This design comes from an exercise in tuning for small area on the open sky130 flow, not from production work. Function was checked by simulation only, so behaviour that the tests miss may differ from the original. No activity file was given, so power comes from the tool's default toggle rates.

$ cat design/flow/design.v
module elliott900 (
    input  wire        clk,
    input  wire        rst,           
    input  wire [17:0] start_addr,    
    input  wire [31:0] limit,         
    output wire        mem_req,
    output wire        mem_we,
    output wire [13:0] mem_addr,
    output wire [17:0] mem_wdata,
    input  wire        mem_ack,
    input  wire [17:0] mem_rdata,
    output wire        io_req,
    output wire [2:0]  io_dev,
    output wire [7:0]  io_out,
    input  wire        io_ack,
    input  wire [7:0]  io_in,
    input  wire [1:0]  io_status,
    output wire        halted,
    output wire [4:0]  exit_code,
    output wire [2:0]  fatal_cause,
    output wire [13:0] stop_addr,
    output wire [17:0] acc_a,
    output wire [17:0] acc_q
);
    localparam [4:0] S_INITL = 5'd0,  S_INITW = 5'd1,  S_INITS = 5'd2,  S_RSCR  = 5'd3,
                     S_INCS  = 5'd4,  S_WSCR  = 5'd5,  S_FETCH = 5'd6,  S_RB    = 5'd7,
                     S_EXEC  = 5'd8,  S_ROP   = 5'd9,  S_MSA   = 5'd10, S_MSTEP = 5'd11,
                     S_MFIN  = 5'd12, S_DZ    = 5'd13, S_DSTEP = 5'd14, S_DADJ  = 5'd15,
                     S_DMOV  = 5'd16, S_DFIN  = 5'd17, S_SHIFT = 5'd18, S_ROT   = 5'd19,
                     S_DAD2  = 5'd20, S_JMP   = 5'd21, S_STS1  = 5'd22, S_STS2  = 5'd23,
                     S_STORE = 5'd24, S_CHK   = 5'd25, S_W     = 5'd26, S_IOR   = 5'd27,
                     S_IOREQ = 5'd28, S_LT1   = 5'd29, S_DONE  = 5'd30, S_HALT  = 5'd31;
    localparam [3:0] H_STOP = 4'b1000, H_RDR = 4'b1001, H_TTY = 4'b1010,
                     H_LIM  = 4'b1011, H_OVF = 4'b1100;
    localparam [16*18-1:0] ROMV = {
        18'o217761, 18'o237766, 18'o100001, 18'o240001,
        18'o537764, 18'o364000, 18'o217767, 18'o237772,
        18'o364000, 18'o117775, 18'o017764, 18'o777775,
        18'o0, 18'o0, 18'o0, 18'o0};
    reg [4:0]  state;
    reg [2:0]  sql, sqh;
    reg        lvl;           
    reg [17:0] A, Q, T;
    reg [13:0] Ml;
    reg [1:0]  Mh;
    reg [3:0]  fn;
    reg        C, S, DS, SF;
    wire ack = mem_ack;
    wire [17:0] rd = mem_rdata;
    wire last    = {sqh, sql} == 6'd35;
    wire mbad    = Mh != 2'b00;
    wire mzero   = Ml[12:0] == 13'd0;
    wire m_scr   = {Mh, Ml} == {13'd0, lvl, lvl, 1'b0};
    wire m_prot  = !lvl && Ml[13:4] == 10'b0111111111 && (Ml[3] | Ml[2]);
    wire [12:0] key = Ml[12:0];
    wire k_rdr   = key == 13'd2048;
    wire k_tty   = key == 13'd2052;
    wire k_plot  = key == 13'd4864;
    wire k_pun   = key == 13'd6144;
    wire k_tto   = key == 13'd6148;
    wire k_lt    = key == 13'd7168;
    wire k_read  = k_rdr | k_tty;
    wire is_jmp  = fn == 4'd7 || fn == 4'd8 || fn == 4'd9;
    wire fn_is_init = fn == 4'd15;
    reg xa, xa17, xm, xm13, xt, xtl, xinv, xb;
    reg ygl, yg13, ygh, yrom, ysa, yinv, cin;
    wire [17:0] t_l = {T[16:0], xb};         
    wire [17:0] xs  = ({xa17, {17{xa}}} & A)
                    | ({2'b00, {2{xm}}, xm | xm13, {13{xm}}} & {2'b00, Mh, Ml})
                    | ({18{xt}}  & T)
                    | ({18{xtl}} & t_l);
    wire [18:0] X = {(xtl & T[17]) | (xa17 & A[17]), xs} ^ {19{xinv}};
    wire [17:0] yg = ({{3{ygh}}, yg13, yg13, {13{ygl}}} & rd)
                   | ({18{yrom}} & ROMV[{sqh[0], sql}*18 +: 18])
                   | ({18{ysa}} & start_addr);
    wire [18:0] Y = {yg[17], yg} ^ {19{yinv}};
    wire [6:0]   c1;
    wire [18:0]  Z;
    wire [11:6]  s2, h2, a2;
    wire [18:12] s3, h3, a3;
    assign c1[0] = cin;
    genvar gi;
    generate
        for (gi = 0; gi < 6; gi = gi + 1) begin : g_b1
            assign Z[gi]    = X[gi] ^ Y[gi] ^ c1[gi];
            assign c1[gi+1] = (X[gi] & Y[gi]) | (c1[gi] & (X[gi] ^ Y[gi]));
        end
    endgenerate
    assign s2[6] = X[6] ^ Y[6];
    assign h2[6] = X[6] & Y[6];
    assign a2[6] = 1'b1;
    generate
        for (gi = 7; gi < 12; gi = gi + 1) begin : g_b2
            assign s2[gi] = X[gi] ^ Y[gi] ^ h2[gi-1];
            assign h2[gi] = (X[gi] & Y[gi]) | (h2[gi-1] & (X[gi] ^ Y[gi]));
            assign a2[gi] = a2[gi-1] & s2[gi-1];
        end
    endgenerate
    assign Z[11:6] = s2 ^ ({6{c1[6]}} & a2);
    wire c12 = h2[11] | (c1[6] & a2[11] & s2[11]);
    assign s3[12] = X[12] ^ Y[12];
    assign h3[12] = X[12] & Y[12];
    assign a3[12] = 1'b1;
    generate
        for (gi = 13; gi < 19; gi = gi + 1) begin : g_b3
            assign s3[gi] = X[gi] ^ Y[gi] ^ h3[gi-1];
            assign h3[gi] = (X[gi] & Y[gi]) | (h3[gi-1] & (X[gi] ^ Y[gi]));
            assign a3[gi] = a3[gi-1] & s3[gi-1];
        end
    endgenerate
    assign Z[18:12] = s3 ^ ({7{c12}} & a3);
    wire zz = Z[17:0] == 18'd0;
    reg        mreq, mwe;
    reg [1:0]  asel;     
    always @(*) begin
        mreq = 1'b0; mwe = 1'b0; asel = 2'd0;
        case (state)
            S_INITW: begin mreq = 1'b1; mwe = 1'b1; asel = 2'd3; end
            S_RSCR:  begin mreq = 1'b1; asel = 2'd1; end
            S_WSCR:  begin mreq = 1'b1; mwe = 1'b1; asel = 2'd1; end
            S_FETCH: begin mreq = 1'b1; end
            S_RB:    begin mreq = 1'b1; asel = 2'd2; end
            S_ROP, S_MSTEP, S_DSTEP, S_DADJ: mreq = 1'b1;
            S_STS1, S_STS2, S_CHK, S_LT1: begin mreq = 1'b1; asel = 2'd1; end
            S_W: begin
                mreq = 1'b1; mwe = 1'b1;
                asel = (is_jmp | fn_is_init) ? 2'd1 : (fn == 4'd0) ? 2'd2 : 2'd0;
            end
            default: ;
        endcase
    end
    assign mem_req   = mreq;
    assign mem_we    = mwe;
    assign mem_addr  = (asel == 2'd0) ? Ml[13:0] :
                       (asel == 2'd3) ? {1'b0, 9'h1ff, {sqh[0], sql}} :
                                        {11'd0, lvl, lvl, asel == 2'd2};
    assign mem_wdata = T;
    assign io_req = state == S_IOREQ;
    assign io_dev = k_rdr ? 3'd0 : k_tty ? 3'd1 : k_plot ? 3'd2 : k_pun ? 3'd3 : 3'd4;
    assign io_out = {A[7] & k_pun, A[6] & !k_plot, A[5:0]};
    assign halted      = state == S_HALT;
    assign exit_code   = sqh[0] ? {sql[2], {sqh[0], sql} == H_LIM, {sqh[0], sql} == H_TTY, {sqh[0], sql} == H_RDR, 1'b0} : 5'd1;
    assign fatal_cause = sql;
    assign stop_addr   = Ml;
    assign acc_a       = A;
    assign acc_q       = Q;
    reg [31:0] cnt;
    reg [4:0]  ph;
    reg        cp, cy, ceq, cnz;
    wire       cclr = state == S_INITL || state == S_INITW;
    wire cph0    = ph == 5'd0;
    wire ccy     = cph0 ? cp : cy;
    wire cnb     = ~cclr & (cnt[0] ^ ccy);
    wire cnt_ok  = cph0 & ~cp;
    wire cnt_hit = ceq & cnz;
    reg  cnt_inc;
    always @(posedge clk) begin
        if (rst) begin
            ph   <= 5'd0;
            cp   <= 1'b0;
        end else begin
            ph <= ph + 5'd1;
            cp <= cnt_inc | (cp & ~cph0);
        end
        cnt <= {cnb, cnt[31:1]};
        cy  <= cnt[0] & ccy;
        ceq <= (cph0 | ceq) & (cnb == limit[ph]);
        cnz <= (~cph0 & cnz) | cnb;
    end
    localparam [2:0] AM_HOLD = 3'd0, AM_Z = 3'd1, AM_SHL = 3'd2, AM_SHR = 3'd3,
                     AM_IO = 3'd4, AM_SHL0 = 3'd5, AM_AND = 3'd6;
    localparam [1:0] QM_HOLD = 2'd0, QM_Z = 2'd1, QM_SHL = 2'd2, QM_SHR = 2'd3;
    reg [2:0] am;
    reg [1:0] qm;
    reg [1:0] qsin;      
    reg       msh;       
    reg       q0s;       
    reg       dfin;
    reg       t_ld, m_ld, seq_inc;
    reg [4:0] nstate;
    reg       seq_set; reg [5:0] seq_v;
    reg       h_set;   reg [3:0] h_v;
    reg       c_set;   reg c_v;
    reg       s_set, ds_set, sf_set;
    reg       sf_v;
    reg       lvl_set, fn_ld;
    wire dsub = ~(T[17] ^ DS);
    wire qbit = ~Z[17];     
    wire dneg = S ^ DS;
    always @(*) begin
        xa = 0; xa17 = 0; xm = 0; xm13 = 0; xt = 0; xtl = 0; xinv = 0; xb = 0;
        ygl = 0; yg13 = 0; ygh = 0; yrom = 0; ysa = 0; yinv = 0; cin = 0;
        am = AM_HOLD; qm = QM_HOLD; qsin = 2'd0; msh = 0; q0s = 0; dfin = 0;
        t_ld = 0; m_ld = 0; seq_inc = 0; nstate = state;
        seq_set = 0; seq_v = 6'd0; h_set = 0; h_v = 4'd0;
        c_set = 0; c_v = 0; s_set = 0; ds_set = 0; sf_set = 0; sf_v = 0;
        lvl_set = 0; fn_ld = 0; cnt_inc = 0;
        case (state)
            S_INITL: begin
                yrom = 1; t_ld = 1; nstate = S_INITW;
            end
            S_INITW: begin
                am = AM_Z; qm = QM_Z;                        
                if (ack) begin
                    seq_inc = 1;
                    nstate = ({sqh[0], sql} == 4'd15) ? S_INITS : S_INITL;
                end
            end
            S_INITS: begin
                ysa = 1; t_ld = 1; fn_ld = 1; nstate = S_W;
            end
            S_RSCR: begin
                ygl = 1; yg13 = 1;  ygh = 1;
                sf_set = 1; sf_v = 0;
                if (ack) begin
                    if (rd[17:14] != 4'd0) begin
                        h_set = 1; h_v = 4'd1; nstate = S_HALT;
                    end else begin
                        m_ld = 1; nstate = S_INCS;
                    end
                end
            end
            S_INCS: begin xm = 1; cin = 1; t_ld = 1; nstate = S_WSCR; end
            S_WSCR: if (ack) nstate = S_FETCH;
            S_FETCH: begin
                xm13 = 1; ygl = 1;
                if (ack) begin
                    m_ld = 1; fn_ld = 1; cnt_inc = 1;
                    nstate = rd[17] ? S_RB : S_EXEC;
                end
            end
            S_RB: begin
                xm = 1; ygl = 1; yg13 = 1;  ygh = 1;
                if (ack) begin m_ld = 1; nstate = S_EXEC; end
            end
            S_EXEC: begin
                case (fn)
                    4'd0, 4'd1, 4'd2, 4'd4, 4'd6, 4'd10, 4'd12, 4'd13: begin
                        t_ld = 1; c_set = 1; c_v = 0;
                        seq_set = 1; seq_v = (fn == 4'd12) ? 6'd18 : 6'd0;
                        nstate = S_ROP;
                    end
                    4'd3: begin seq_set = 1; seq_v = 6'd0; nstate = S_ROT; end
                    4'd5: begin xa = 1; xa17 = 1; t_ld = 1; nstate = S_STORE; end
                    4'd11: nstate = S_STS1;
                    4'd7: begin xa = 1; xa17 = 1; sf_set = 1; sf_v = zz; nstate = S_DZ; end
                    4'd8: nstate = S_JMP;
                    4'd9: nstate = A[17] ? S_JMP : S_DONE;
                    4'd14: begin
                        seq_set = 1; seq_v = 6'd0;
                        if (Ml[12] != Ml[11]) begin
                            h_set = 1; h_v = 4'd3; nstate = S_HALT;
                        end else nstate = S_SHIFT;
                    end
                    default: begin
                        seq_set = 1; seq_v = 6'd29;
                        xa = 1; xa17 = 1; t_ld = 1;                 
                        if (k_lt) nstate = lvl ? S_DONE : S_LT1;
                        else if (k_read) nstate = S_IOR;
                        else if (k_plot | k_pun | k_tto) nstate = S_IOREQ;
                        else begin h_set = 1; h_v = 4'd4; nstate = S_HALT; end
                    end
                endcase
                if (mbad && fn != 4'd7 && fn != 4'd8 && fn != 4'd9 && fn != 4'd11 &&
                    fn != 4'd14 && fn != 4'd15) begin
                    h_set = 1; h_v = 4'd2; nstate = S_HALT;
                end
            end
            S_ROP: begin
                ygl = fn != 4'd12; yg13 = fn != 4'd12; ygh = fn != 4'd12;
                case (fn)
                    4'd0:  if (ack) begin qm = QM_Z; t_ld = 1; nstate = S_W; end
                    4'd1:  begin xa = 1; xa17 = 1;
                                 if (ack) begin am = AM_Z; nstate = S_DONE; end end
                    4'd2:  begin xa = 1; xa17 = 1; xinv = 1; cin = 1;
                                 if (ack) begin am = AM_Z; nstate = S_DONE; end end
                    4'd4:  if (ack) begin am = AM_Z; nstate = S_DONE; end
                    4'd6:  if (ack) begin am = AM_AND; nstate = S_DONE; end
                    4'd10: begin cin = 1;
                                 if (ack) begin t_ld = 1; nstate = S_STORE; end end
                    4'd12: begin xa = 1; xa17 = 1;        
                                 if (ack) begin qm = QM_Z; s_set = 1; nstate = S_MSA; end end
                    default: if (ack) begin    
                        s_set = 1; ds_set = 1;
                        sf_set = 1; sf_v = zz;
                        nstate = S_DZ;
                    end
                endcase
            end
            S_MSA: begin am = AM_Z; nstate = S_MSTEP; end         
            S_DZ: if (fn[3]) begin                        
                      if (SF) begin h_set = 1; h_v = 4'd5; nstate = S_HALT; end
                      else nstate = S_DSTEP;
                  end else nstate = SF ? S_JMP : S_DONE;      
            S_MSTEP: begin
                xa = 1; xa17 = 1;
                ygl = Q[0]; yg13 = Q[0];  ygh = Q[0];
                yinv = Q[0] & last; cin = Q[0] & last;
                if (ack) begin
                    am = AM_Z; c_set = 1; c_v = X[17] & Y[17];
                    ds_set = 1;
                    nstate = S_MFIN;
                end
            end
            S_MFIN: begin
                if (last) begin q0s = 1; nstate = S_DONE; end
                else begin
                    am = AM_SHR; qm = QM_SHR; msh = 1; seq_inc = 1;
                    nstate = S_MSTEP;
                end
            end
            S_DSTEP: begin
                xtl = 1; xb = A[17] ^ S;
                ygl = 1; yg13 = 1;  ygh = 1; yinv = dsub; cin = dsub;
                if (ack) begin
                    t_ld = 1; seq_inc = 1;
                    if (last) begin
                        c_set = 1; c_v = qbit; nstate = S_DADJ;
                    end else begin
                        am = AM_SHL; qm = QM_SHL; qsin = 2'd1;
                    end
                end
            end
            S_DADJ: begin
                xt = 1; xinv = 1;
                ygl = ~T[17]; yg13 = ~T[17];  ygh = ~T[17];
                yinv = DS & ~T[17]; cin = DS & ~T[17];
                if (ack) begin
                    sf_set = 1; sf_v = zz;
                    nstate = S_DAD2;
                end
            end
            S_DAD2: begin
                c_set = 1; c_v = (C ^ dneg) & ((S & SF) ^ dneg);
                s_set = 1; sf_set = 1; sf_v = 0;
                seq_set = 1; seq_v = 6'd18;
                nstate = S_DMOV;
            end
            S_DMOV: begin
                am = AM_SHL; qm = QM_SHL; qsin = 2'd0; seq_inc = 1;
                if (last) nstate = S_DFIN;
            end
            S_DFIN: begin
                xa = 1; xa17 = 1; xinv = S; cin = C;
                am = AM_Z; qm = QM_Z; dfin = 1; nstate = S_DONE;
            end
            S_SHIFT: begin
                xm = 1;
                if (Ml[12]) cin = 1; else yinv = 1;
                if (mzero) nstate = S_DONE;
                else begin
                    m_ld = 1; seq_inc = 1;
                    if (Ml[12]) begin am = AM_SHR; qm = QM_SHR; end
                    else       begin am = AM_SHL; qm = QM_SHL; qsin = 2'd0; end
                    if (last) nstate = S_DONE;
                end
            end
            S_ROT: begin
                xa = 1;
                am = AM_SHL; qm = QM_SHL; qsin = 2'd2; seq_inc = 1;
                if ({sqh, sql} == 6'd17) t_ld = 1;
                if (last) nstate = S_STORE;
            end
            S_JMP: begin xm = 1; t_ld = 1; nstate = S_CHK; end
            S_STS1: begin
                yg13 = 1; 
                if (ack) begin qm = QM_Z; nstate = S_STS2; end
            end
            S_STS2: begin
                ygl = 1;
                if (ack) begin
                    t_ld = 1;
                    if (mbad) begin h_set = 1; h_v = 4'd2; nstate = S_HALT; end
                    else nstate = S_STORE;
                end
            end
            S_STORE: nstate = m_prot ? S_DONE : m_scr ? S_CHK : S_W;
            S_CHK: begin
                xt = 1; xinv = 1; cin = fn == 4'd15;
                ygl = 1; yg13 = 1;  ygh = 1;
                if (ack) begin
                    sf_set = 1; sf_v = zz;
                    nstate = (fn == 4'd15) ? S_DONE : S_W;
                end
            end
            S_W: if (ack) nstate = fn_is_init ? S_RSCR : S_DONE;
            S_IOR: begin
                am = AM_SHL0; seq_inc = 1;
                if (last) nstate = S_IOREQ;
            end
            S_IOREQ: begin
                xt = 1;
                if (io_ack) begin
                case (io_status)
                    2'd0: begin
                        if (k_read) am = AM_IO;
                        nstate = S_DONE;
                    end
                    2'd1: begin h_set = 1; h_v = k_rdr ? H_RDR : H_TTY; end
                    2'd2: begin h_set = 1; h_v = H_OVF; end
                    default: begin h_set = 1; h_v = 4'd6; end
                endcase
                if (io_status != 2'd0) begin
                    if (k_read) am = AM_Z;      
                    nstate = S_HALT;
                end
                end
            end
            S_LT1: begin
                xinv = 1; ygl = 1; yg13 = 1;  ygh = 1;
                if (ack) begin t_ld = 1; lvl_set = 1; nstate = S_CHK; end
            end
            S_DONE: begin
                xt = 1;
                if (cnt_ok) begin
                    if (cnt_hit) begin h_set = 1; h_v = H_LIM; nstate = S_HALT; end
                    else if (SF) begin
                        m_ld = 1; h_set = 1; h_v = H_STOP; nstate = S_HALT;
                    end
                    else nstate = S_RSCR;
                end
            end
            default: ;
        endcase
    end
    always @(posedge clk) begin
        if (rst) begin
            state  <= S_INITL;
            {sqh, sql} <= 6'd4;
            lvl    <= 1'b0;
        end else begin
            state <= nstate;
            if (h_set)        {sqh, sql} <= {2'b00, h_v};      
            else if (seq_set) {sqh, sql} <= seq_v;
            else if (seq_inc) {sqh, sql} <= {sqh, sql} + 6'd1;
            if (lvl_set) lvl <= 1'b1;
        end
    end
    always @(posedge clk) begin
        if (t_ld) T <= Z[17:0];
        if (m_ld) {Mh, Ml} <= Z[15:0];
        if (fn_ld) fn <= (state == S_INITS) ? 4'd15 : rd[16:13];
        if (c_set) C <= c_v;
        if (s_set) S <= (state == S_DAD2) ? dneg : A[17];
        if (ds_set) DS <= (state == S_MSTEP) ? (X[17] | Y[17]) : rd[17];
        if (sf_set) SF <= sf_v;
    end
    wire aZ = am == AM_Z,   aL = am == AM_SHL | am == AM_SHL0, aR = am == AM_SHR;
    wire aN = am == AM_AND, aI = am == AM_IO,  aH = am == AM_HOLD;
    wire qZ = qm == QM_Z,   qL = qm == QM_SHL, qR = qm == QM_SHR, qH = qm == QM_HOLD;
    wire a_in0 = (am == AM_SHL) & Q[17];
    wire q_in0 = (qsin == 2'd1) ? qbit : (qsin == 2'd2) ? A[17] : 1'b0;
    wire q_in17 = A[0];
    wire a_in17 = msh ? (C | (DS & A[17])) : A[17];
    wire [17:0] a_io = {A[17:8], A[7] | io_in[7], io_in[6:0]};
    wire [17:0] a_d = ({18{aZ}} & {Z[17:1], Z[0] | dfin})
                    | ({18{aL}} & {A[16:0], a_in0})
                    | ({18{aR}} & {a_in17, A[17:1]})
                    | ({18{aN}} & A & rd)
                    | ({18{aI}} & a_io)
                    | ({18{aH}} & A);
    wire [17:0] q_d = ({18{qZ}} & {Z[17:1], Z[0] & ~dfin})
                    | ({18{qL}} & {Q[16:0], q_in0})
                    | ({18{qR}} & {q_in17, Q[17:1]})
                    | ({18{qH}} & {Q[17:1], q0s ? S : Q[0]});
    always @(posedge clk) begin
        A <= a_d;
        Q <= q_d;
    end
endmodule
$ cat design/flow/flow/run.sh
#!/bin/bash
# The standard layout, with the port buffers made from the smallest buffer cell.
set -euo pipefail
export BUFFER_PORTS_ARGS="-buffer_cell sky130_fd_sc_hd__buf_1"
bash standard.sh > standard.log 2>&1
$ cat design/flow/standard.sh
#!/bin/bash
# synth_recipe.tcl (not shown) runs the flow's synth.tcl, then flattens the netlist and writes it again
# the make line also repeats each setting of config.mk as NAME=value (left out here)
make -C /OpenROAD-flow-scripts/flow DESIGN_CONFIG=/design/flow/config.mk WORK_HOME=/design/flow/orfs CLKGATE_MAP_FILE= SYNTH_SCRIPT=/design/flow/synth_recipe.tcl "${@:-finish}"
$ cat design/flow/config.mk
export PLATFORM = sky130hd
export DESIGN_NAME = elliott900
export DESIGN_NICKNAME = elliott900
export VERILOG_FILES = /design/flow/design.v
export SDC_FILE = /design/flow/constraint.sdc
export NUM_CORES = 4
export LEC_CHECK = 0
export CAP_MARGIN = 20
export CORE_MARGIN = 2
export CORE_UTILIZATION = 40
export PLACE_DENSITY = 0.6
export SLEW_MARGIN = 20
$ cat design/flow/constraint.sdc
create_clock -name core_clock -period 7.0 [get_ports {clk}]
set_input_delay 1.4000 -clock core_clock [delete_from_list [all_inputs] [get_ports {clk}]]
set_output_delay 1.4000 -clock core_clock [all_outputs]
set_load 0.01 [all_outputs]
==> results of run 1 <==
cell families (layout without fill, tap and decap cells):
| family | Yosys count | count (layout) | share of synthesized area [%] |
|---|---|---|---|
| buffers and inverters | 133 | 305 | 6.03 |
| and+or+nand+nor | 442 | 442 | 22.6 |
| DFF | 131 | 131 | 31.1 |
| xor gates and xnor gates | 60 | 60 | 5.38 |
| AOI/OAI and AO/OA | 327 | 327 | 24.4 |
| adders and majority gates | 37 | 37 | 5.89 |
| muxes | 31 | 31 | 4.48 |
state kept, by name (all words and copies together) (netlist names), 4 cells and up:
| name | flops |
|---|---|
| cnt | 32 |
| A | 18 |
| Q | 18 |
| T | 18 |
| Ml | 14 |
| ph | 5 |
| state | 5 |
| fn | 4 |
metrics by stage:
stage / std cells / setup WS [ns] / hold WS [ns] / cell area, um2 / util (%)
after floorplan: 1161 / 0.732 / 0.310 / 9770 / -
after detailed placement: 1624 / 0.499 / 0.312 / 10800 / 44.9
after CTS: 1656 / 0.549 / 0.329 / 11400 / 47.3
after global placement: 1624 / 0.598 / 0.310 / 10800 / 44.9
final: 1657 / 0.472 / 0.324 / 11500 / 47.4
after global routing: 1657 / 0.0842 / 0.336 / 11500 / 47.4
where the power goes:
| group | switching, mW | internal [mW] |
|---|---|---|
| Clock | 0.409 | 0.508 |
| Combinational | 2.30 | 1.21 |
| Sequential | 0.311 | 1.15 |
routing by layer:
layer,track usage (%),wire length (um)
met1,43.7,17200
met2,50.2,19000
met3,5.22,4010
met4,12.2,1470
met5,0,0
cells in the final DEF, fill, tap and decap left out, types with 24 or more instances in the layout:
cell type / synthesis / layout
edfxtp_1: 42 / 42
xnor2_1: 28 / 28
nor3_1: 26 / 24
dfxtp_1: 89 / 89
xor2_1: 32 / 32
nor2_1: 90 / 90
buf_1: 14 / 186
buf_4: 10 / 49
a21oi_1: 52 / 52
nand2_1: 155 / 155
o21ai_0: 68 / 67
inv_1: 35 / 35
nand3_1: 42 / 42
path summary, 6_finish.rpt:
check	end	slack, ns	depth (start not counted)
hold / removal	cnt[0]	0.32	0
setup reg to reg	SF	0.47	24
setup / recovery	SF	0.47	24
hold reg to reg	cnt[0]	0.32	0
final cells by class:
class	count	area [um2]	area share (%)
Timing Repair Buffer	237	1110	9.72
Inverter	36	135	1.18
Clock inverter	15	165	1.44
Sequential cell	131	3040	26.5
Clock buffer	17	425	3.71
Multi-Input combinational cell	897	6170	53.9
Tap cell	324	405	3.54
==> impl_summary.txt, run 1 <==
----------------------------------------------------
[Die]
  Cell row count ... 57
  Area of the core ... between 20000 and 25000 um2
  Overall die width ... 160 um
  Initial core utilization ... 40.4%
  Die ar. ... 25700 um2
  Top-level port count ... approximately 190
  Die H ... 160 um

[Pwr]
  Tot Pwr ... 5.89 mW
  Power density cells ... 514 nW/um2
  Leakage ... 4.22 nW
  Worst vdd rail ir drop ... between 200 and 250 uV

[Setup path]
  Required time of the critical path ... 7.23 ns
  CP top delay family ... adder cells
  CP Cell Sequence ... nor2b_1, nand3_1, o32ai_1, a21oi_1, o21ai_1, a221oi_1, xnor2_1, fa_1, fa_1, fa_1, fa_1, fa_1, fa_1, nor2b_1, and3_1, and3_1, ha_1, o211ai_1, nor2_1, nand2_1, xor2_1, nor4_1, nand2_1, nor4_1
  Setup Crit Path Kind ... flip-flop to flip-flop
  CP Launch Point ... state[3]
  Most Frequent Cell on Critical Path ... fa_1
  Buffering stage count on the worst path with inverters included ... 0
  Critical Path Fanout Max ... 15
  Worst reg2reg path startpoint ... state[3]
  Startpoint type of the worst setup path ... flip-flop
  Cell with the biggest individual delay on the critical path ... dfxtp_1
  Worst Setup End Kind ... flip-flop
  Slowest cell delay on critical path ... 0.70 ns
  Worst endpoint data arrival time ... 6.76 ns

[Logic synthesis]
  Synth unique cells ... 82
  Share of async-settable or async-resettable flops after synthesis ... 0%
  Yosys warns ... 1
  Top area cells in the synthesized netlist ... dfxtp_1 (18%), edfxtp_1 (13%), nand2_1 (6.0%), o21ai_0 (3.5%), nor2_1 (3.5%)
  Share of the yosys chip area belonging to registers ... 31.1%
  Most frequently used cell type in the post-synthesis netlist ... nand2_1
  Nets in the synthesized netlist ... about 1300
  List of most frequent post-synthesis cells ... nand2_1 (155), nor2_1 (90), dfxtp_1 (89), o21ai_0 (68), a21oi_1 (52)
  Number of flip-flops and latches in the synthesized netlist ... about 130
  Number of enable-type register cells in the synthesized netlist ... 42
  Synth area leader ... dfxtp_1
  Yosys top cell area share ... a little under a fifth
  Top flip-flop cell by instance count after synthesis ... dfxtp_1
  Synth Instances ... 1161
  Mean post-synth cell area ... 8.41 um2
  Mapped cell area ... just under 10000 um2

[Cells and area]
  Layout area overhead ... 17.3%
  Diode count ... 0
  Share of layout cells above drive strength 1 ... 9.75%
  Filler cell count ... between 2000 and 2500
  NumNets Final ... 1439

[Timing]
  Slew Viols, Final ... 0
  Final hold vios ... 0
  Slew @ Worst Pin ... 1.15 ns
  Max-slew headroom ... 22.9%
  Part of the cycle the worst path needs ... 93.3%
  Final Setup Violations ... 0
  RSZ-0062 raised after global routing ... no
  Final setup skew ... approximately 0.015 ns
  Maximum clock rate ... between 0.15 and 0.2 GHz
  Tmin final ... 6.53 ns
  Setup tns final ... 0 ns

[Route]
  Count of nets left with antenna violations after detail routing ... 0
  Average wire per standard cell ... 25.2 um
  DRC violation count after routing ... 0
  DR vias ... 10397
  Number of detailed-routing iterations run before antenna repair ... 7
  Vias per cell ... 6.27
  Routed WL ... 41700 um
  DR iter-0 viols ... 1377

[Global route]
  Overall global routing resource usage ... 31.8%
  Global-route wire length before repair ... 62000 um
  Maximum number of pins on one net before global-route repair ... between 50 and 60
  Initial antenna violation count ... 1
  Via count of the first global-routing pass ... about 9900
  Gr ovfl total ... 0

[Clock network]
  Post_cts resized ... 0
  Post-CTS Setup Repair Bufs ... 0
  CTS HTree Levels ... 4
  Worst-Skew Late Latency ... 0.43 ns
  Number of buffers added by the clock tree synthesis step ... 17
  Root buf cell ... clkbuf_16
  Number of hold-repair buffers added at the cts stage ... 0
  Buffers from clock root to sink, at most ... 2
  Number of clock sinks ... roughly 130
  Clock transition at the registers of the reported paths ... 0.07 ns
  Clock tree from TritonCTS ... built

[Min path]
  Hold path start ... cnt[1]
  Class of the tightest hold or removal check ... flip-flop to flip-flop

[Flow run]
  Number of maximum-capacitance violations ... 0

[Place]
  Post-DP HPWL ... between 30000 and 40000 um
  Final weighted congestion of routability-driven global placement ... 0.985
  Port Buf Inserts ... about 190

[Outcome]
  Outcome ... finished clean

----------------------------------------------------
==> run 2, diff against run 1 <==
--- a/design/flow/config.mk
+++ b/design/flow/config.mk
@@ -9,4 +9,4 @@
 export CORE_MARGIN = 2
-export CORE_UTILIZATION = 40
-export PLACE_DENSITY = 0.6
+export CORE_UTILIZATION = 55
+export PLACE_DENSITY = 0.7
 export SLEW_MARGIN = 20
==> impl_summary.txt, run 2 <==
----------------------------------------------------
[Outcome]
  Outcome ... finished clean

[Die]
  Cell row count ... 48
  Die H ... 137 um
  Area of the core ... 17400 um2
  Die ar. ... 18800 um2
  Initial core utilization ... 56.3%
  Overall die width ... 137 um
  Top-level port count ... 187

[Logic synthesis]
  Nets in the synthesized netlist ... 1280
  Synth unique cells ... 82
  Mean post-synth cell area ... 8.41 um2
  List of most frequent post-synthesis cells ... nand2_1 (155), nor2_1 (90), dfxtp_1 (89), o21ai_0 (68), a21oi_1 (52)
  Mapped cell area ... 9770 um2
  Synth Area in Compound Gates ... 24.4%
  Post-Synth Simple-Gate Area ... a little under a quarter
  Share of the yosys chip area belonging to registers ... a little under a third
  Most frequently used cell type in the post-synthesis netlist ... nand2_1
  Top flip-flop cell by instance count after synthesis ... dfxtp_1
  Number of enable-type register cells in the synthesized netlist ... 42
  Share of async-settable or async-resettable flops after synthesis ... 0%
  Post-Synth XOR/XNOR Area ... 5.38%
  Number of flip-flops and latches in the synthesized netlist ... 131
  Dominant combinational cell family by area after synthesis ... compound AO/OA/AOI/OAI gates
  Synth Instances ... about 1200
  Mux cell area share after synthesis ... 4.48%
  Top area cells in the synthesized netlist ... dfxtp_1 (18%), edfxtp_1 (13%), nand2_1 (6.0%), o21ai_0 (3.5%), nor2_1 (3.5%)
  Yosys top cell area share ... roughly 18%
  Synth area leader ... dfxtp_1
  Yosys warns ... 1
  Adder-Cell Fraction of Synth Area ... under 10%

[Pwr]
  Power density cells ... about 530 nW/um2
  Switching share of power ... 52.1%
  Leakage ... roughly 4.2 nW
  Part of the total power dissipated in the clock network ... 15.5%
  Sequential Power Share ... 24.7%
  Internal portion of total power ... between 2 and 3 mW
  NetSw ... 3.11 mW
  Worst vdd rail ir drop ... about 320 uV
  Fraction of power consumed by combinational cells ... approximately three fifths

[Timing]
  Final hold vios ... 0
  Final Setup Violations ... 0
  Maximum clock rate ... 0.150 GHz
  Final setup skew ... 0.0103 ns
  Max-slew headroom ... 26.3%
  Tmin final ... 6.69 ns
  RSZ-0062 raised after global routing ... no
  Slew Viols, Final ... 0
  Part of the cycle the worst path needs ... 95.5%
  Setup tns final ... 0 ns
  Slew @ Worst Pin ... ~1.1 ns

[Cells and area]
  Post-route core utilization ... 65.2%
  Biggest register ... cnt
  Share of layout cells above drive strength 1 ... 9.63%
  Diode count ... 0
  Layout area overhead ... 15.9%
  Largest register FFs ... 32
  Most common cell after layout, fill and taps aside ... buf_1
  Filler cell count ... 1496
  Most frequent cells in the layout ... buf_1 (186), nand2_1 (155), nor2_1 (90)
  Summed area of non-filler cells in the final layout ... 11300 um2
  NumNets Final ... ~1400

[Global route]
  Gr ovfl total ... 0
  Via count of the first global-routing pass ... 9739
  Initial antenna violation count ... 1
  Global-route wire length before repair ... ~59000 um
  Overall global routing resource usage ... 42.1%
  Maximum number of pins on one net before global-route repair ... 41

[Clock network]
  Number of buffers added by the clock tree synthesis step ... 17
  Post-CTS Setup Repair Bufs ... 0
  Clock tree from TritonCTS ... built
  Root buf cell ... clkbuf_16
  Clock transition at the registers of the reported paths ... around 0.070 ns
  Number of clock sinks ... between 100 and 150
  Worst-Skew Late Latency ... 0.45 ns
  Number of hold-repair buffers added at the cts stage ... 0
  CTS HTree Levels ... 4
  Buffers from clock root to sink, at most ... 2

[Min path]
  Class of the tightest hold or removal check ... flip-flop to flip-flop
  Hold path start ... cnt[14]
  Cell count of the worst hold path ... 0
  Hold Path End ... cnt[13]

[Route]
  Vias per cell ... slightly below 7
  DRC violation count after routing ... 0
  Average wire per standard cell ... ~26 um
  DR iter-0 viols ... between 1500 and 2000
  Number of detailed-routing iterations run before antenna repair ... 12
  DR vias ... 10650
  Routed WL ... slightly below 40000 um
  Count of nets left with antenna violations after detail routing ... 0

[Setup path]
  R2r worst-path depth ... 23
  R2r endpoint ... SF
  R2R Setup Slk ... 0.31 ns
  Setup Crit Path Kind ... flip-flop to flip-flop
  Worst Setup End Kind ... flip-flop
  Worst endpoint data arrival time ... 6.95 ns
  Required time of the critical path ... slightly above 7 ns
  Startpoint type of the worst setup path ... flip-flop
  Worst reg2reg path startpoint ... sql[0]
  Critical Path Fanout Max ... 8

[Flow run]
  Number of maximum-capacitance violations ... 0

[Place]
  Final weighted congestion of routability-driven global placement ... 1.04
  Port Buf Inserts ... 186
  Post-DP HPWL ... around 30000 um
  Placed Instance Area ... 10700 um2

----------------------------------------------------
[run 2: cell counts after synthesis]
No cell type changed its count.
[run 2: metrics by stage]
step | std cells | hold slack (ns) | worst slack, ns | total power, mW
CTS | 1554 | 0.326 | 0.448 | 5.82
global route | 1554 | 0.334 | 0.00101 | 6.22
floorplan | 1161 | 0.310 | 0.732 | 3.64
global placement | 1522 | 0.310 | 0.652 | 4.82
detailed placement | 1522 | 0.313 | 0.472 | 4.87
finish | 1554 | 0.325 | 0.312 | 5.97
[run 2: timing repair]
| item | in CTS | in global routing |
|---|---|---|
| endpoints found under the hold margin | 0 | 0 |
| setup endpoints to repair | 0 | 1 |
| resized for setup | 0 | 2 |
[run 2: power by group through the flow]
stage	Sequential (mW)	Clock [mW]	Combinational (mW)
6_report	1.48	0.925	3.57
4_1_cts	1.45	0.924	3.44
3_5_place_dp	1.46	0	3.41
2_1_floorplan	1.41	0	2.23
3_3_place_gp	1.46	0	3.36
5_1_grt	1.49	0.958	3.78
[run 2: layout make-up]
| class | instances | area, um2 | area share [%] |
|---|---|---|---|
| repair buffers | 233 | 1080 | 9.50 |
| inverters | 36 | 135 | 1.19 |
| clock buffers | 17 | 425 | 3.76 |
| well taps | 225 | 282 | 2.49 |
| multi-input cells | 897 | 6180 | 54.6 |
| clock inverters | 15 | 179 | 1.58 |
| flip-flops and latches | 131 | 3040 | 26.9 |
[run 2: critical path, cell delays in order, from the launching register on]
cell and delay [ns]:
dfxtp_1 0.64, inv_1 0.23, ha_1 0.29, o211ai_1 0.25
a21oi_1 0.20, a221oi_1 0.30, xnor2_1 0.14, fa_1 0.42
fa_1 0.39, fa_1 0.39, fa_1 0.40, fa_1 0.41
fa_1 0.39, nor2b_1 0.18, and3_1 0.24, and3_1 0.17
ha_1 0.18, o211ai_1 0.18, nor2_1 0.19, nand2_1 0.10
xor2_1 0.20, nor4_1 0.30, nand2_1 0.09, nor4_1 0.24
[run 2: worst max-delay path by stage]
stage	from	endpoint	slack (ns)	depth (start not counted)
finish	sql[0]	SF	0.31	23
global route	sql[0]	SF	0.001	23
CTS	sql[0]	SF	0.45	23
detailed placement	mem_rdata[0]	SF	0.47	20
global placement	mem_rdata[0]	SF	0.65	20
floorplan	state[0]	SF	0.73	26
[run 2: cells by family (layout without fill, tap and decap cells)]
family,Yosys count,after routing
buffers and inverters,133,301
multiplexers,31,31
XOR/XNOR,60,60
flip-flops,131,131
adder cells (fa/ha/maj),37,37
AND/OR/NAND/NOR,442,442
AO/OA/AOI/OAI,327,327
[run 2: metal layers]
layer / up-vias / share of wire, % / track usage (%)
li1: 4629 / - / -
met5: - / 0.040 / 0
met1: 4993 / 39 / 57.8
met2: 851 / 42 / 60.9
met4: 2 / 5.0 / 18.7
met3: 175 / 13 / 13.0
==> run 3, diff against run 2 <==
==> design/flow/flow/run.sh (replaced) <==
#!/bin/bash
# The standard layout, with the port buffers made from the smallest buffer
# cell and a clock tree without dummy balancing loads.
set -euo pipefail
export BUFFER_PORTS_ARGS="-buffer_cell sky130_fd_sc_hd__buf_1"
export CTS_ARGS="-sink_clustering_enable -repair_clock_nets -dont_use_dummy_load"
bash standard.sh > standard.log 2>&1
==> impl_summary.txt, run 3 <==
----------------------------------------------------
[Timing]
  Part of the cycle the worst path needs ... 95.3%
  Setup tns final ... 0 ns
  Max-slew headroom ... a little over a fifth
  Final hold vios ... 0
  Final setup skew ... 0.0258 ns
  Final Setup Violations ... 0
  Maximum clock rate ... 0.150 GHz
  Tmin final ... 6.67 ns
  Slew Viols, Final ... 0
  Slew @ Worst Pin ... about 1.2 ns
  RSZ-0062 raised after global routing ... no

[Min path]
  Class of the tightest hold or removal check ... flip-flop to flip-flop

[Route]
  DR iter-0 viols ... 1671
  DRC violation count after routing ... 0
  Number of detailed-routing iterations run before antenna repair ... 9
  Vias per cell ... roughly 6.9
  Average wire per standard cell ... 25.7 um
  Count of nets left with antenna violations after detail routing ... 0
  DR vias ... about 11000
  Routed WL ... 39500 um

[Place]
  Final weighted congestion of routability-driven global placement ... between 1 and 1.5
  Port Buf Inserts ... 186
  Post-DP HPWL ... 29800 um

[Clock network]
  Number of clock sinks ... around 130
  Root buf cell ... clkbuf_16
  Clock transition at the registers of the reported paths ... 0.06 ns
  Clock tree from TritonCTS ... built
  Post_cts resized ... 0
  Post-CTS Setup Repair Bufs ... 0
  CTS HTree Levels ... 4
  Buffers from clock root to sink, at most ... 2
  Number of buffers added by the clock tree synthesis step ... 17
  Worst-Skew Late Latency ... 0.44 ns
  Number of hold-repair buffers added at the cts stage ... 0

[Pwr]
  Tot Pwr ... 5.77 mW
  Worst vdd rail ir drop ... roughly 320 uV
  Leakage ... between 4 and 5 nW
  Power density cells ... approximately 520 nW/um2

[Cells and area]
  Post-route core utilization ... 64.2%
  NumNets Final ... between 1000 and 1500
  Diode count ... 0
  Multi-input logic area ... slightly above 6000 um2
  Largest register FFs ... 32
  Filler cell count ... 1517
  Biggest register ... cnt
  Most frequent cells in the layout ... buf_1 (186), nand2_1 (155), nor2_1 (90)
  Area used by sequential logic in the layout ... 3040 um2
  Most common cell after layout, fill and taps aside ... buf_1
  Share of layout cells above drive strength 1 ... approximately 8.4%
  Layout area overhead ... 14.0%

[Logic synthesis]
  Share of async-settable or async-resettable flops after synthesis ... 0%
  Share of the yosys chip area belonging to registers ... 31.1%
  Number of enable-type register cells in the synthesized netlist ... 42
  Top flip-flop cell by instance count after synthesis ... dfxtp_1
  Number of flip-flops and latches in the synthesized netlist ... 131
  Top area cells in the synthesized netlist ... dfxtp_1 (18%), edfxtp_1 (13%), nand2_1 (6.0%), o21ai_0 (3.5%), nor2_1 (3.5%)
  Mapped cell area ... 9770 um2
  Mean post-synth cell area ... between 8 and 9 um2
  Synth unique cells ... 82
  Synth area leader ... dfxtp_1
  Yosys warns ... 1
  Most frequently used cell type in the post-synthesis netlist ... nand2_1
  Synth Instances ... 1161
  List of most frequent post-synthesis cells ... nand2_1 (155), nor2_1 (90), dfxtp_1 (89), o21ai_0 (68), a21oi_1 (52)
  Nets in the synthesized netlist ... roughly 1300
  Yosys top cell area share ... 18.2%

[Global route]
  Global-route wire length before repair ... 58300 um
  Gr ovfl total ... 0
  Overall global routing resource usage ... 41.7%
  Maximum number of pins on one net before global-route repair ... roughly 40
  Initial antenna violation count ... 0
  Via count of the first global-routing pass ... 9646

[Setup path]
  Required time of the critical path ... a little over 7 ns
  Setup Crit Path Kind ... flip-flop to flip-flop
  Cell with the biggest individual delay on the critical path ... dfxtp_1
  Worst Setup End Kind ... flip-flop
  Most Frequent Cell on Critical Path ... fa_1
  Slowest cell delay on critical path ... 0.63 ns
  Worst endpoint data arrival time ... approximately 6.9 ns
  CP Cell Sequence ... inv_1, ha_1, o211ai_1, a21oi_1, a221oi_1, xnor2_1, fa_1, fa_1, fa_1, fa_1, fa_1, fa_1, nor2b_1, and3_1, and3_1, ha_1, o211ai_1, nor2_1, nand2_1, xor2_1, nor4_1, nand2_1, nor4_1
  Critical Path Fanout Max ... 8
  Startpoint type of the worst setup path ... flip-flop

[Die]
  Die H ... 137 um
  Top-level port count ... 187
  Overall die width ... around 140 um
  Die ar. ... 18800 um2
  Area of the core ... 17400 um2
  Initial core utilization ... between 50% and 60%
  Cell row count ... between 40 and 50

[Outcome]
  Outcome ... finished clean

[Flow run]
  Number of maximum-capacitance violations ... 0

----------------------------------------------------
## run 3: cell types whose count changed in the layout (fill, tap and decap cells not counted), sizes merged
| cell | delta |
|---|---|
| clkinv | -5 |
| inv | -10 |
## run 3: critical path: cells and delay by family, from the launching register on
family / cells / cell delay [ns]
flip-flops: 1 / 0.63
AND/OR/NAND/NOR: 8 / 1.52
XOR/XNOR: 2 / 0.34
adder cells (fa/ha/maj): 8 / 2.87
AO/OA/AOI/OAI: 4 / 0.90
buffers and inverters: 1 / 0.23
## run 3: layout make-up
cell class	count	share of cell area [%]
clock buffers	17	3.82
inverters	36	1.21
multi-input cells	897	55.4
flip-flops and latches	131	27.3
well taps	225	2.53
repair buffers	233	9.66
## run 3: worst paths after layout
kind,start,end,slack (ns),cells after the start
worst min-delay path,cnt[2],cnt[1],0.32,0
worst max-delay path,sql[0],SF,0.33,23
worst min register to register,cnt[2],cnt[1],0.32,0
worst max register to register,sql[0],SF,0.33,23
## run 3: metrics by stage
step	cells	setup WS, ns	instance area (um2)	hold WS [ns]
global placement	1522	0.652	10700	0.310
finish	1539	0.328	11100	0.321
global route	1539	0.00384	11100	0.326
detailed placement	1522	0.472	10700	0.313
CTS	1539	0.464	11100	0.322
floorplan	1161	0.732	9770	0.310
## run 3: power breakdown
| group | switching [mW] | total, mW | internal [mW] | leakage (nW) |
|---|---|---|---|---|
| sequential | 0.325 | 1.48 | 1.15 | 1.13 |
| combinational | 2.34 | 3.56 | 1.22 | 2.78 |
| clock | 0.309 | 0.728 | 0.419 | 0.209 |
| total | 2.98 | 5.77 | 2.79 | 4.12 |
## run 3: per-layer routing
layer | vias up | GRT usage, % | part of all wire [%]
li1 | 4609 | - | -
met3 | 128 | 11.7 | 15
met5 | - | 0 | 0
met4 | 0 | 17.8 | 4.2
met2 | 939 | 60.5 | 43
met1 | 4928 | 58.1 | 38
## run 3: cell families after synthesis
group | count (synthesis) | synth area share (%)
compound gates | 327 | 24.4
xor+xnor | 60 | 5.38
fa+ha+maj | 37 | 5.89
buf+inv | 133 | 6.03
flops | 131 | 31.1
mux | 31 | 4.48
simple gates | 442 | 22.6
==> run 4, diff against run 3 <==
--- a/design/flow/config.mk
+++ b/design/flow/config.mk
@@ -9,4 +9,4 @@
 export CORE_MARGIN = 2
-export CORE_UTILIZATION = 55
-export PLACE_DENSITY = 0.7
+export CORE_UTILIZATION = 40
+export PLACE_DENSITY = 0.6
 export SLEW_MARGIN = 20
==> impl_summary.txt, run 4 <==
----------------------------------------------------
[Clock network]
  Clock tree from TritonCTS ... built
  Buffers from clock root to sink, at most ... 2
  Number of buffers added by the clock tree synthesis step ... 17
  Post_cts resized ... 0
  Post-CTS Setup Repair Bufs ... 0
  CTS HTree Levels ... 4
  Number of clock sinks ... 131
  Clock transition at the registers of the reported paths ... 0.06 ns
  Worst-Skew Late Latency ... 0.42 ns
  Number of hold-repair buffers added at the cts stage ... 0
  Root buf cell ... clkbuf_16

[Global route]
  Gr ovfl total ... 0
  Overall global routing resource usage ... 31.7%
  Via count of the first global-routing pass ... 9839
  Initial antenna violation count ... 1
  Maximum number of pins on one net before global-route repair ... 54
  Routing usage on met3 ... 5.40%
  Met2 track demand over resource in global routing ... 49.6%
  Grt met1 use ... between 40 and 50%
  Most crowded layer after global routing ... met2
  Global-route wire length before repair ... between 60000 and 70000 um

[Cells and area]
  Most common cell after layout, fill and taps aside ... buf_1
  Layout area overhead ... 15.6%
  Filler cell count ... 2423
  Share of layout cells above drive strength 1 ... 8.73%
  Multi-input logic area ... 6170 um2
  Most frequent cells in the layout ... buf_1 (186), nand2_1 (155), nor2_1 (90)
  Diode count ... 0
  Biggest register ... cnt
  Area used by sequential logic in the layout ... a little over 3000 um2
  Summed area of non-filler cells in the final layout ... 11300 um2
  Largest register FFs ... 32
  NumNets Final ... 1439

[Route]
  Routed WL ... 41600 um
  Number of detailed-routing iterations run before antenna repair ... 12
  Vias per cell ... 6.32
  DRC violation count after routing ... 0
  Count of nets left with antenna violations after detail routing ... 0
  DR vias ... 10382
  Average wire per standard cell ... about 25 um
  DR iter-0 viols ... ~1400

[Pwr]
  Tot Pwr ... 5.70 mW
  Worst vdd rail ir drop ... 239 uV
  Power density cells ... 504 nW/um2
  Leakage ... around 4.1 nW

[Logic synthesis]
  Yosys top cell area share ... a little under a fifth
  Mapped cell area ... 9770 um2
  Number of flip-flops and latches in the synthesized netlist ... 131
  Most frequently used cell type in the post-synthesis netlist ... nand2_1
  Mean post-synth cell area ... 8.41 um2
  Share of the yosys chip area belonging to registers ... between 30% and 40%
  Share of async-settable or async-resettable flops after synthesis ... 0%
  Top flip-flop cell by instance count after synthesis ... dfxtp_1
  Top area cells in the synthesized netlist ... dfxtp_1 (18%), edfxtp_1 (13%), nand2_1 (6.0%), o21ai_0 (3.5%), nor2_1 (3.5%)
  Number of enable-type register cells in the synthesized netlist ... 42
  Yosys warns ... 1
  Synth area leader ... dfxtp_1
  Nets in the synthesized netlist ... ~1300
  Synth unique cells ... 82
  Synth Instances ... 1161
  List of most frequent post-synthesis cells ... nand2_1 (155), nor2_1 (90), dfxtp_1 (89), o21ai_0 (68), a21oi_1 (52)

[Setup path]
  Required time of the critical path ... 7.21 ns
  Most Frequent Cell on Critical Path ... fa_1
  Worst Setup End Kind ... flip-flop
  Cell with the biggest individual delay on the critical path ... dfxtp_1
  Slowest cell delay on critical path ... 0.70 ns
  Worst endpoint data arrival time ... 6.74 ns
  CP Cell Sequence ... nor2b_1, nand3_1, o32ai_1, a21oi_1, o21ai_1, a221oi_1, xnor2_1, fa_1, fa_1, fa_1, fa_1, fa_1, fa_1, nor2b_1, and3_1, and3_1, ha_1, o211ai_1, nor2_1, nand2_1, xor2_1, nor4_1, nand2_1, nor4_1
  Critical Path Fanout Max ... 15
  Setup Crit Path Kind ... flip-flop to flip-flop
  Startpoint type of the worst setup path ... flip-flop

[Die]
  Overall die width ... around 160 um
  Die H ... 160 um
  Cell row count ... 57
  Initial core utilization ... between 40 and 50%
  Die ar. ... ~26000 um2
  Top-level port count ... 187
  Area of the core ... roughly 24000 um2

[Timing]
  Slew @ Worst Pin ... 1.15 ns
  Final Setup Violations ... 0
  Maximum clock rate ... ~0.15 GHz
  Max-slew headroom ... between 20 and 25%
  RSZ-0062 raised after global routing ... no
  Slew Viols, Final ... 0
  Part of the cycle the worst path needs ... 93.2%
  Final setup skew ... 0.0226 ns
  Final hold vios ... 0
  Tmin final ... 6.52 ns
  Setup tns final ... 0 ns

[Place]
  Final weighted congestion of routability-driven global placement ... 0.985
  Port Buf Inserts ... 186
  Placed Instance Area ... 10800 um2
  Post-DP HPWL ... 31700 um

[Min path]
  Class of the tightest hold or removal check ... flip-flop to flip-flop

[Outcome]
  Outcome ... finished clean

[Flow run]
  Number of maximum-capacitance violations ... 0

----------------------------------------------------
==> run 4: where the power goes <==
part           internal, mW  switching, mW
logic                  1.21           2.30
clock network         0.420          0.308
registers              1.15          0.312
total                  2.78           2.92
==> run 4: critical path: cells and delay by family (launching register included) <==
family / cells / cell delay (ns)
adders and majority gates: 7 / 2.57
DFF: 1 / 0.70
and+or+nand+nor: 10 / 1.92
xor gates and xnor gates: 2 / 0.35
AOI/OAI and AO/OA: 5 / 0.76
==> run 4: logic make-up (layout without fill, tap and decap cells) <==
| family | count (synthesis) | after routing | share of synthesized area (%) |
|---|---|---|---|
| muxes | 31 | 31 | 4.48 |
| AOI/OAI and AO/OA | 327 | 327 | 24.4 |
| adders and majority gates | 37 | 37 | 5.89 |
| xor gates and xnor gates | 60 | 60 | 5.38 |
| DFF | 131 | 131 | 31.1 |
| buffers and inverters | 133 | 290 | 6.03 |
| and+or+nand+nor | 442 | 442 | 22.6 |
==> run 4: worst paths after layout <==
check	startpoint	end	slack, ns	cells after the start
setup / recovery	state[3]	SF	0.48	24
hold / removal	cnt[1]	cnt[0]	0.32	0
setup reg to reg	state[3]	SF	0.48	24
hold reg to reg	cnt[1]	cnt[0]	0.32	0
==> run 4: area by class of cell <==
cell class	count	area share, %
timing repair buffer	237	9.86
inverter	36	1.20
tap	324	3.59
clock buffer	17	3.77
sequential	131	26.9
multi-input combinational	897	54.7
==> run 4: routing by layer <==
| layer | wire length, um | part of all wire (%) |
|---|---|---|
| met1 | 17400 | 42 |
| met2 | 18800 | 45 |
| met3 | 3850 | 9.3 |
| met4 | 1490 | 3.6 |
| met5 | 0 | 0 |
==> run 4: stage by stage <==
stage	utilization (%)	worst slack (ns)	std cells	hold slack [ns]
after floorplan	-	0.732	1161	0.310
after global placement	44.9	0.598	1624	0.310
after detailed placement	44.9	0.499	1624	0.312
after CTS	46.6	0.560	1641	0.320
after global routing	46.7	0.0889	1642	0.320
final	46.7	0.478	1642	0.318
==> run 5, diff against run 4 <==
==> design/flow/flow/run.sh (replaced) <==
#!/bin/bash
# The standard layout, with the port buffers made from the smallest buffer
# cell, a clock tree without dummy balancing loads, and timing-driven global
# placement that does not keep the buffers of its trial repairs.
set -euo pipefail
export BUFFER_PORTS_ARGS="-buffer_cell sky130_fd_sc_hd__buf_1"
export CTS_ARGS="-sink_clustering_enable -repair_clock_nets -dont_use_dummy_load"
export GLOBAL_PLACEMENT_ARGS="-keep_resize_below_overflow 0"
bash standard.sh > standard.log 2>&1
==> impl_summary.txt, run 5 <==
----------------------------------------------------
[Place]
  Pre-CTS setup slack ... -0.349 ns
  Post-Place Cells ... 1589
  Placed Instance Area ... 10700 um2
  Port Buf Inserts ... 186
  Final weighted congestion of routability-driven global placement ... 1.01
  Post-DP HPWL ... 30800 um

[Logic synthesis]
  Share of the yosys chip area belonging to registers ... 31.1%
  Synth area leader ... dfxtp_1
  Yosys warns ... 1
  Top flip-flop cell by instance count after synthesis ... dfxtp_1
  Share of async-settable or async-resettable flops after synthesis ... 0%
  Mean post-synth cell area ... 8.41 um2
  List of most frequent post-synthesis cells ... nand2_1 (155), nor2_1 (90), dfxtp_1 (89), o21ai_0 (68), a21oi_1 (52)
  Synth Instances ... 1161
  Number of flip-flops and latches in the synthesized netlist ... 131
  Nets in the synthesized netlist ... between 1000 and 1500
  Synth unique cells ... 82
  Most frequently used cell type in the post-synthesis netlist ... nand2_1
  Top area cells in the synthesized netlist ... dfxtp_1 (18%), edfxtp_1 (13%), nand2_1 (6.0%), o21ai_0 (3.5%), nor2_1 (3.5%)
  Number of enable-type register cells in the synthesized netlist ... 42
  Mapped cell area ... 9770 um2
  Yosys top cell area share ... 18.2%

[Pwr]
  Worst vdd rail ir drop ... ~250 uV
  Sequential Power Share ... 26.7%
  Power density cells ... 502 nW/um2
  Leakage ... approximately 4.2 nW
  Internal portion of total power ... ~2.8 mW
  Switching share of power ... around 51%
  NetSw ... about 3.0 mW
  Part of the total power dissipated in the clock network ... about 13%
  Fraction of power consumed by combinational cells ... 60.6%

[Setup path]
  Worst endpoint data arrival time ... 6.86 ns
  Slowest cell delay on critical path ... 0.52 ns
  Critical Path Fanout Max ... 11
  Required time of the critical path ... 7.24 ns
  R2R Setup Slk ... 0.37 ns
  Startpoint type of the worst setup path ... flip-flop
  Setup Crit Path Kind ... flip-flop to flip-flop
  Most Frequent Cell on Critical Path ... fa_1
  Worst Setup End Kind ... flip-flop
  Cell with the biggest individual delay on the critical path ... edfxtp_1
  R2r worst-path depth ... 25

[Clock network]
  Clock tree from TritonCTS ... built
  Root buf cell ... clkbuf_16
  CTS HTree Levels ... 4
  Number of hold-repair buffers added at the cts stage ... 0
  Clock transition at the registers of the reported paths ... 0.07 ns
  Number of buffers added by the clock tree synthesis step ... 17
  Worst-Skew Late Latency ... 0.43 ns
  Number of clock sinks ... 131
  Buffers from clock root to sink, at most ... 2

[Route]
  DRC violation count after routing ... 0
  Count of nets left with antenna violations after detail routing ... 0
  Routed WL ... 41800 um
  Average wire per standard cell ... 25.4 um
  DR iter-0 viols ... 1468
  Vias per cell ... 6.35
  Number of detailed-routing iterations run before antenna repair ... 9
  DR vias ... 10450

[Die]
  Area of the core ... 24200 um2
  Overall die width ... between 150 and 200 um
  Initial core utilization ... 40.4%
  Cell row count ... 57
  Die H ... 160 um
  Die ar. ... 25700 um2
  Top-level port count ... 187

[Timing]
  Final setup skew ... around 0.024 ns
  Slew @ Worst Pin ... 1.14 ns
  Tmin final ... 6.63 ns
  Setup tns final ... 0 ns
  RSZ-0062 raised after global routing ... no
  Final Setup Violations ... 0
  Post-route worst setup slack ... ~0.37 ns
  Maximum clock rate ... 0.151 GHz
  Max-slew headroom ... 23.5%
  Slew Viols, Final ... 0
  Part of the cycle the worst path needs ... 94.7%
  Final hold vios ... 0

[Cells and area]
  Most common cell after layout, fill and taps aside ... buf_1
  Number of non-filler instances in the completed layout ... between 1500 and 2000
  NumNets Final ... 1443
  Share of layout cells above drive strength 1 ... 11.1%
  Layout area overhead ... 18.6%
  Post-route core utilization ... 47.9%
  Summed area of non-filler cells in the final layout ... 11600 um2
  Largest register FFs ... 32
  Biggest register ... cnt
  Most frequent cells in the layout ... buf_1 (186), nand2_1 (154), nor2_1 (84)
  Diode count ... 0

[Flow run]
  Number of maximum-capacitance violations ... 0

[Global route]
  Global-route wire length before repair ... 61700 um
  Gr ovfl total ... 0
  Via count of the first global-routing pass ... 9726
  Overall global routing resource usage ... 31.6%
  Initial antenna violation count ... 0
  Maximum number of pins on one net before global-route repair ... 44

[Min path]
  Class of the tightest hold or removal check ... flip-flop to flip-flop
  Cell count of the worst hold path ... 0

[Outcome]
  Outcome ... finished clean

----------------------------------------------------
## run 5: cell counts after synthesis
Identical to the previous run, type by type.
## run 5: path summary, 6_finish.rpt
kind | end | startpoint
max reg2reg | SF | fn[0]
max | SF | fn[0]
min reg2reg | cnt[19] | cnt[20]
min | cnt[19] | cnt[20]
## run 5: area by class of cell
class / count / area [um2]
clock buffers: 17 / 425
fillers: 2370 / 12600
inverters: 36 / 139
multi-input cells: 897 / 6300
flip-flops and latches: 131 / 3060
well taps: 324 / 405
repair buffers: 241 / 1250
## run 5: through the flow
step | hold slack, ns | power [mW]
after floorplan | 0.310 | 3.64
after global placement | 0.310 | 4.77
after detailed placement | 0.312 | 4.86
after CTS | 0.308 | 5.64
after global routing | 0.303 | 6.14
final | 0.310 | 5.81
## run 5: worst max-delay path, delay by kind of cell (launching register included)
kind	cells	cell delay [ns]
fa+ha+maj	7	2.49
simple gates	10	2.00
compound gates	5	0.87
flops	1	0.52
xor+xnor	2	0.32
buf+inv	1	0.21
## run 5: power by group through the flow
| stage | clock network, mW | logic (mW) | registers [mW] |
|---|---|---|---|
| 4_1_cts | 0.742 | 3.34 | 1.56 |
| 3_3_place_gp | 0 | 3.16 | 1.61 |
| 5_1_grt | 0.774 | 3.79 | 1.58 |
| 6_report | 0.737 | 3.52 | 1.55 |
| 2_1_floorplan | 0 | 2.23 | 1.41 |
| 3_5_place_dp | 0 | 3.29 | 1.58 |
## run 5: cell families after synthesis
| group | share of synthesized area, % |
|---|---|
| adder cells (fa/ha/maj) | 5.89 |
| AND/OR/NAND/NOR | 22.6 |
| XOR/XNOR | 5.38 |
| multiplexers | 4.48 |
| AO/OA/AOI/OAI | 24.4 |
| flip-flops | 31.1 |
| buffers and inverters | 6.03 |
## run 5: routing by layer
metal / vias to the layer above / track usage (%) / wire length [um]
li1: 4629 / - / -
met5: - / 0 / 0
met2: 668 / 47.3 / 18400
met4: 0 / 14.1 / 1800
met1: 5055 / 44.3 / 17600
met3: 98 / 6.18 / 4010
## run 5: timing repair
item / 4_1_cts / 5_1_grt
resized for setup: 9 / 17
setup buffers: 4 / 36
setup endpoints to repair: 13 / 17
pin swaps: 0 / 2

==> port drivers added, routing unchanged <==
How much do the figures lean on ideal ports? The routed layouts below were timed once more, with nothing changed but the port constraints.
Step 1 sets driving cells, clkbuf_16 on the clock port and buf_2 on the other inputs (assumed; they add their load-dependent delay and slew).
Step 2 adds t to the input delays and takes it off the output delays; t is the mean of the earliest and latest rising clock arrival at the registers after step 1. Input paths then give back, and output paths get back, about the clock's delay inside the block.
Slacks: ideal ports / drivers / drivers and shift; pairs: ideal ports / drivers.
run | shift t [ns] | setup WS [ns] | worst hold slack (ns) | latest minus earliest clock arrival (ns)
run 1 | 0.474 | 0.472 / 0.472 / 0.430 | 0.324 / 0.324 / 0.324 | 0.015 / 0.014
run 2 | 0.490 | 0.312 / 0.312 / 0.312 | 0.325 / 0.325 / 0.325 | 0.010 / 0.011
run 3 | 0.469 | 0.328 / 0.328 / 0.328 | 0.321 / 0.321 / 0.321 | 0.026 / 0.026
run 4 | 0.462 | 0.478 / 0.478 / 0.424 | 0.318 / 0.318 / 0.318 | 0.028 / 0.028
run 5 | 0.465 | 0.372 / 0.372 / 0.372 | 0.310 / 0.310 / 0.310 | 0.024 / 0.024
After both steps setup and hold are still met in every run listed. For run 4, which loses most, drivers alone change the setup slack by 0.000 ns; drivers and shift together by -0.054 ns.
